This design comes from an exercise in tuning for small area, a short achievable clock period and few clock cycles on the open sky130 flow, not from production work. In this exercise RTL edits were held to simulation tests only and were not proved equivalent to the original. Power figures rest on the tool's default switching activity, not on a simulated workload.

[design.v]
module anc_w334_to_gump (
    input  wire        clk,
    input  wire        rst,
    input  wire        in_valid,
    output wire        in_ready,
    input  wire [31:0] in_data,
    input  wire        in_two,
    input  wire        in_last,
    input  wire [12:0] in_loc,
    output wire        out_valid,
    input  wire        out_ready,
    output wire [31:0] out_data,
    output wire [1:0]  out_cnt
);
    reg [31:0] ibuf;
    reg        ibuf_full;
    reg        ibuf_two;
    reg        ibuf_last;
    reg [12:0] ibuf_loc;
    reg        half;            
    wire [15:0] word_in    = half ? ibuf[31:16] : ibuf[15:0];
    wire        word_valid = ibuf_full;
    wire        word_final = ibuf_two ? half : 1'b1;    
    wire        word_take;
    assign in_ready = !ibuf_full || (word_take && word_final);
    always @(posedge clk) begin
        if (rst) begin
            ibuf_full <= 1'b0;
            half      <= 1'b0;
        end else begin
            if (word_take) begin
                half <= !word_final;
                if (word_final)
                    ibuf_full <= 1'b0;
            end
            if (in_valid && in_ready) begin
                ibuf      <= in_data;
                ibuf_two  <= in_two;
                ibuf_last <= in_last;
                ibuf_loc  <= in_loc;
                ibuf_full <= 1'b1;
                half      <= 1'b0;
            end
        end
    end
    reg [7:0]  pbuf [0:254];
    reg [9:0]  wcount;          
    reg [7:0]  did;
    reg [7:0]  sdid;
    reg [7:0]  dc;
    reg [7:0]  sum;
    reg [12:0] loc;
    localparam ST_RECV = 1'b0,
               ST_SEND = 1'b1;
    reg        state;
    reg [8:0]  sidx;            
    reg [7:0]  obyte;
    reg        ovalid;
    wire can_send = !ovalid || out_ready;
    assign word_take = (state == ST_RECV) && word_valid;
    wire [9:0] len_now   = wcount + 10'd1;
    wire [7:0] dc_now    = (wcount == 10'd5) ? word_in[7:0] : dc;
    wire       len_ok    = (len_now >= 10'd7) && (len_now == {2'b0, dc_now} + 10'd7);
    wire       pkt_end   = word_take && word_final && ibuf_last;
    wire [8:0] dc_ext = {1'b0, dc};
    reg  [7:0] gbyte;
    always @(*) begin
        if (sidx == 9'd0)
            gbyte = 8'hFF;
        else if (sidx == 9'd1)
            gbyte = {2'b10, loc[11], loc[12], loc[10:7]};
        else if (sidx == 9'd2)
            gbyte = {1'b0, loc[6:0]};
        else if (sidx == 9'd3)
            gbyte = did;
        else if (sidx == 9'd4)
            gbyte = sdid;
        else if (sidx == 9'd5)
            gbyte = dc;
        else if (sidx < dc_ext + 9'd6)
            gbyte = pbuf[sidx - 9'd6];
        else
            gbyte = sum;
    end
    assign out_valid = ovalid;
    assign out_data  = {24'b0, obyte};
    assign out_cnt   = 2'd0;
    always @(posedge clk) begin
        if (rst) begin
            state  <= ST_RECV;
            wcount <= 10'd0;
            ovalid <= 1'b0;
        end else begin
            if (out_ready)
                ovalid <= 1'b0;
            case (state)
                ST_RECV: begin
                    if (word_take) begin
                        if (wcount != 10'h3FF)
                            wcount <= wcount + 10'd1;
                        case (wcount)
                            10'd3: begin did <= word_in[7:0]; sum <= word_in[7:0]; end
                            10'd4: begin sdid <= word_in[7:0]; sum <= sum + word_in[7:0]; end
                            10'd5: begin dc <= word_in[7:0]; sum <= sum + word_in[7:0]; end
                            default: begin
                                if (wcount >= 10'd6 && wcount < 10'd261) begin
                                    pbuf[wcount - 10'd6] <= word_in[7:0];
                                    if (!pkt_end)    
                                        sum <= sum + word_in[7:0];
                                end
                            end
                        endcase
                        if (pkt_end) begin
                            wcount <= 10'd0;
                            if (len_ok) begin
                                loc   <= ibuf_loc;
                                sidx  <= 9'd0;
                                state <= ST_SEND;
                            end
                        end
                    end
                end
                ST_SEND: begin
                    if (can_send) begin
                        obyte  <= gbyte;
                        ovalid <= 1'b1;
                        sidx   <= sidx + 9'd1;
                        if (sidx == dc_ext + 9'd6)
                            state <= ST_RECV;
                    end
                end
            endcase
        end
    end
endmodule
[run.sh]
#!/bin/bash
# synth_recipe.tcl (not shown) runs the flow's synth.tcl, then flattens the netlist and writes it again
# the make line also repeats each setting of config.mk as NAME=value (left out here)
make -C /OpenROAD-flow-scripts/flow DESIGN_CONFIG=/design/flow/config.mk WORK_HOME=/design/flow/orfs CLKGATE_MAP_FILE= SYNTH_SCRIPT=/design/flow/synth_recipe.tcl finish
[config.mk]
export PLATFORM = sky130hd
export DESIGN_NAME = anc_w334_to_gump
export DESIGN_NICKNAME = anc_w334_to_gump
export VERILOG_FILES = /design/flow/design.v
export SDC_FILE = /design/flow/constraint.sdc
export NUM_CORES = 4
export LEC_CHECK = 0
export CAP_MARGIN = 20
export CORE_MARGIN = 2
export CORE_UTILIZATION = 40
export SLEW_MARGIN = 20
[constraint.sdc]
create_clock -name core_clock -period 10.0 [get_ports {clk}]
set_input_delay 2.0000 -clock core_clock [delete_from_list [all_inputs] [get_ports {clk}]]
set_output_delay 2.0000 -clock core_clock [all_outputs]
set_load 0.01 [all_outputs]
==> summary.md <==
| Metric | Value |
|---|---|
| Main synth FF type | `edfxtp_1` |
| Die Y-Extent | `466 um` |
| Total Power | `0.0180 W` |
| Syn_area_per_cell | `20.5 um^2` |
| WP data required | `10460 ps` |
| DR DRC count | `0` |
| Setup Buffers After CTS | `0` |
| PD cells | `188 nW/um^2` |
| Fin. Hold Viols | `0` |
| Syn Inst Count | `4176` |
| GRT Total Usage | `19.9%` |
| Max_cap viols | `0` |
| Share of cells above drive strength 1 | `22.7%` |
| IO Pins | `87` |
| Chip Width | `466 um` |
| Hold WC Path Type | `flip-flop to flip-flop` |
| Mux share of post-synthesis cell area | `16.2%` |
| Max Root-Sink Buffers | `3` |
| Compound-Gate Fraction of Synth Area | `2.03%` |
| Area Growth Syn to Fin | `12.2%` |
| Initial DRT Pass Iterations | `5` |
| Yosys reg bits | `2147` |
| CP max stage cell | `clkdlybuf4s50_1` |
| CTS tree | `built` |
| R2R Setup Slk | `4460 ps` |
| Largest family of logic cells by synthesized area | `multiplexers` |
| Wirelength, routed | `217000 um` |
| Post-route minimum period | `5560 ps` |
| Setup TNS | `0 ps` |
| Clock Pin Slew Worst Setup and Hold Paths | `60 ps` |
| Hold Path End | `loc[0]` |
| Critical path class | `input port to flip-flop` |
| Yosys warning count | `1` |
| Via count | `41943` |
| Rel. slew slack | `17.2%` |
| Vias per inst | `5.77` |
| Reg-to-reg endpoint | `obyte[1]` |
| DRT iter0 DRCs | `5241` |
| Post-DP HPWL | `126000 um` |
| H-tree depth | `4` |
| Simple-gate area share of the yosys netlist | `3.65%` |
| Leakage | `29.6 nW` |
| Post-Synth Adder-Cell Area | `0.463%` |
| Critical-path cell list | `clkdlybuf4s50_1, nand2b_1, inv_1, o2111a_1, and2_1, nand2_1, buf_4, nor2_1` |
| CP Data Arrival Time | `6020 ps` |
| Vias in the first global route | `41956` |
| DR WL/cell | `29.8 um` |
| Resized cells post-CTS | `0` |
| Starting density of the core | `40.3%` |
| Result of the run | `complete, no violations` |
| Final setup viols | `0` |
| GPL Wtd Cong | `0.851` |
| Crit path launch type | `input port` |
| Site row count | `169` |
| Clock skew after layout | `23.0 ps` |
| Max Clock Freq | `0.180 GHz` |
| Async S/R FF share, synth | `0%` |
| Global route total overflow | `0` |
| Launch point of the worst hold path | `ibuf_loc[0]` |
| First-pass GRT wire length | `311000 um` |
| Sequential share of the synthesized area | `75.3%` |
| XOR/XNOR share of the synthesized area | `0.533%` |
| Peak supply drop | `0.199 mV` |
| Unique masters post-synth | `71` |
| Post-Syn Area | `85500 um^2` |
| Crit end category | `flip-flop` |
| Critical path origin | `rst` |
| Fin. max-slew vios | `0` |
| Post-DRT Antenna Nets | `0` |
| Root Buffer | `clkbuf_16` |
| RSZ-0062 raised after global routing | `false` |
| Depth of the worst register-to-register path | `9` |
| WHS Path Cells | `0` |
| Worst-Margin Slew | `1240 ps` |
| Largest net degree at the start of global routing | `187` |
| Final Cycle Share | `55.6%` |
| CTS Buf Count | `214` |
| Die area | `217000 um^2` |
| Hold buffer count at CTS | `0` |
| Core area | `212000 um^2` |
| Crit-path max cell delay | `800 ps` |
| Reg2Reg Launch Point | `sidx[1]` |
| Number of fill cells | `17806` |
| Critical-path maximum fanout | `17` |
| Clock latency on the worst-skew pair | `860 ps` |
| Sink Count | `2147` |
| Port Buffers | `44` |
| Number of synthesized flops with an enable pin | `2133` |
| Initial antenna violation count | `7` |
| Layout Nets | `4354` |
-- critical path, delay by kind of cell --
kind	cells	cell delay, ps
and+or+nand+nor	4	1990
AOI/OAI and AO/OA	1	310
buffers and inverters	3	1660
-- layout by cell type, fill, tap and decap left out, types with 13 or more instances in the layout --
master	synthesis	layout
a211oi_1	23	22
a21oi_1	85	84
a31oi_1	22	22
and2_1	13	13
and3_1	19	19
buf_4	65	65
bufinv_16	0	20
clkbuf_1	97	38
clkbuf_16	0	216
clkdlybuf4s50_1	0	44
clkinv_1	0	51
clkinv_2	0	48
conb_1	1	26
dfxtp_1	14	14
edfxtp_1	2133	2133
ha_1	30	29
inv_1	32	25
mux2i_1	64	64
mux4_2	584	584
nand2_1	204	189
nand2_2	0	15
nand3_1	48	48
nand4_1	19	19
nor2_1	341	341
nor3_1	24	23
o21ai_0	35	35
xnor2_1	28	25
xor2_1	24	21
-- layer usage --
metal | track usage (%) | share of wire, % | wire (um)
met2 | 30.2 | 46 | 99700
met1 | 28.8 | 43 | 92200
met5 | 0 | 0 | 0
met4 | 6.36 | 3.0 | 6490
met3 | 4.16 | 8.5 | 18400
-- per-stage QoR --
step	cells	worst slack (ps)	hold WS [ps]	cell area, um^2	utilization [%]
floorplan	4201	3420	400	85500	-
CTS	7266	4480	451	95800	45.1
finish	7272	4440	441	95900	45.2
global placement	6876	3660	428	89100	41.9
global route	7268	4270	458	95900	45.2
detailed placement	6876	3580	405	89100	41.9
-- report_power, final --
part           internal [W]  total [W]  leakage, nW  switching, W
registers           0.00992    0.00993         19.3    0.00000679
clock network       0.00447    0.00785         3.33       0.00338
logic             0.0000342   0.000232         6.96      0.000197
total                0.0144     0.0180         29.6       0.00359
-- how the worst max path moves through the flow --
stage | endpoint | slack, ps
finish | pbuf[175][4] | 4440
global route | pbuf[191][6] | 4270
CTS | pbuf[175][3] | 4480
detailed placement | pbuf[111][6] | 3580
global placement | pbuf[191][1] | 3660
floorplan | loc[0] | 3420
-- registers in the layout (all words and copies together), names as in the netlist, 9 cells and up --
register	flops
ibuf	16
ibuf_loc	13
loc	13
pbuf	2040
sidx	9
wcount	10
-- cell type report --
| type | instances | area (um^2) | share of cell area, % |
|---|---|---|---|
| clock inverter | 135 | 1220 | 1.28 |
| tap | 2821 | 3530 | 3.68 |
| sequential | 2147 | 64300 | 67.1 |
| antenna | 5 | 12.5 | 0.0130 |
| clock buffer | 255 | 5560 | 5.80 |
| inverter | 33 | 181 | 0.189 |
| multi-input combinational | 1755 | 19900 | 20.7 |
| timing repair buffer | 121 | 1180 | 1.23 |
-- cell usage after synthesis, drive strengths merged, types with 5 or more instances --
cell | instances | area (um^2)
o21ai | 37 | 185
nand4 | 19 | 119
or3 | 8 | 50.1
mux2 | 8 | 90.1
ha | 30 | 375
a21oi | 85 | 425
a32oi | 9 | 78.8
nand3b | 8 | 60.1
inv | 33 | 124
xnor2 | 28 | 245
a2111oi | 7 | 62.6
nor2b | 11 | 68.8
nor4 | 6 | 37.5
mux2i | 64 | 641
a22oi | 9 | 67.6
a41oi | 5 | 43.8
buf | 168 | 1030
and3 | 19 | 119
a31oi | 22 | 138
xor2 | 24 | 210
nor2 | 341 | 1280
a211oi | 23 | 173
clkbuf | 98 | 369
nand2b | 11 | 68.8
mux4 | 584 | 13200
dfxtp | 14 | 280
o21a | 5 | 37.5
nor3 | 24 | 120
nand2 | 204 | 766
o211ai | 5 | 37.5
o22ai | 9 | 56.3
and2 | 13 | 81.3
edfxtp | 2133 | 64100
nand3 | 48 | 240
-- cells by family after synthesis --
group / after synthesis
and+or+nand+nor: 725
adders and majority gates: 31
DFF: 2147
buffers and inverters: 299
xor gates and xnor gates: 52
other: 1
AOI/OAI and AO/OA: 265
muxes: 656
Testbench counts, summed over its fixed seeds: cycles 64,506.

separate check: timing with driven ports:
The results above use ideal ports. As a check the final layout listed here was re-extracted and re-timed, cells and wires unchanged.
Step 1, drivers: a clkbuf_16 drives clk and a buf_2 each remaining input, both assumed.
Step 2 also shifts input and output timing later by t, the mid clock arrival at the registers, as if the neighbouring blocks saw the same clock.
Three values: ideal, step 1, step 2; two values: the first two.
t, ns: 0.928
slack for setup (ns): 4.440 / 4.462 / 3.568
worst setup path at the end: input to register
After both steps this run still meets setup and hold. The setup slack of this run moves by +0.022 ns with the drivers and by -0.872 ns with both steps.
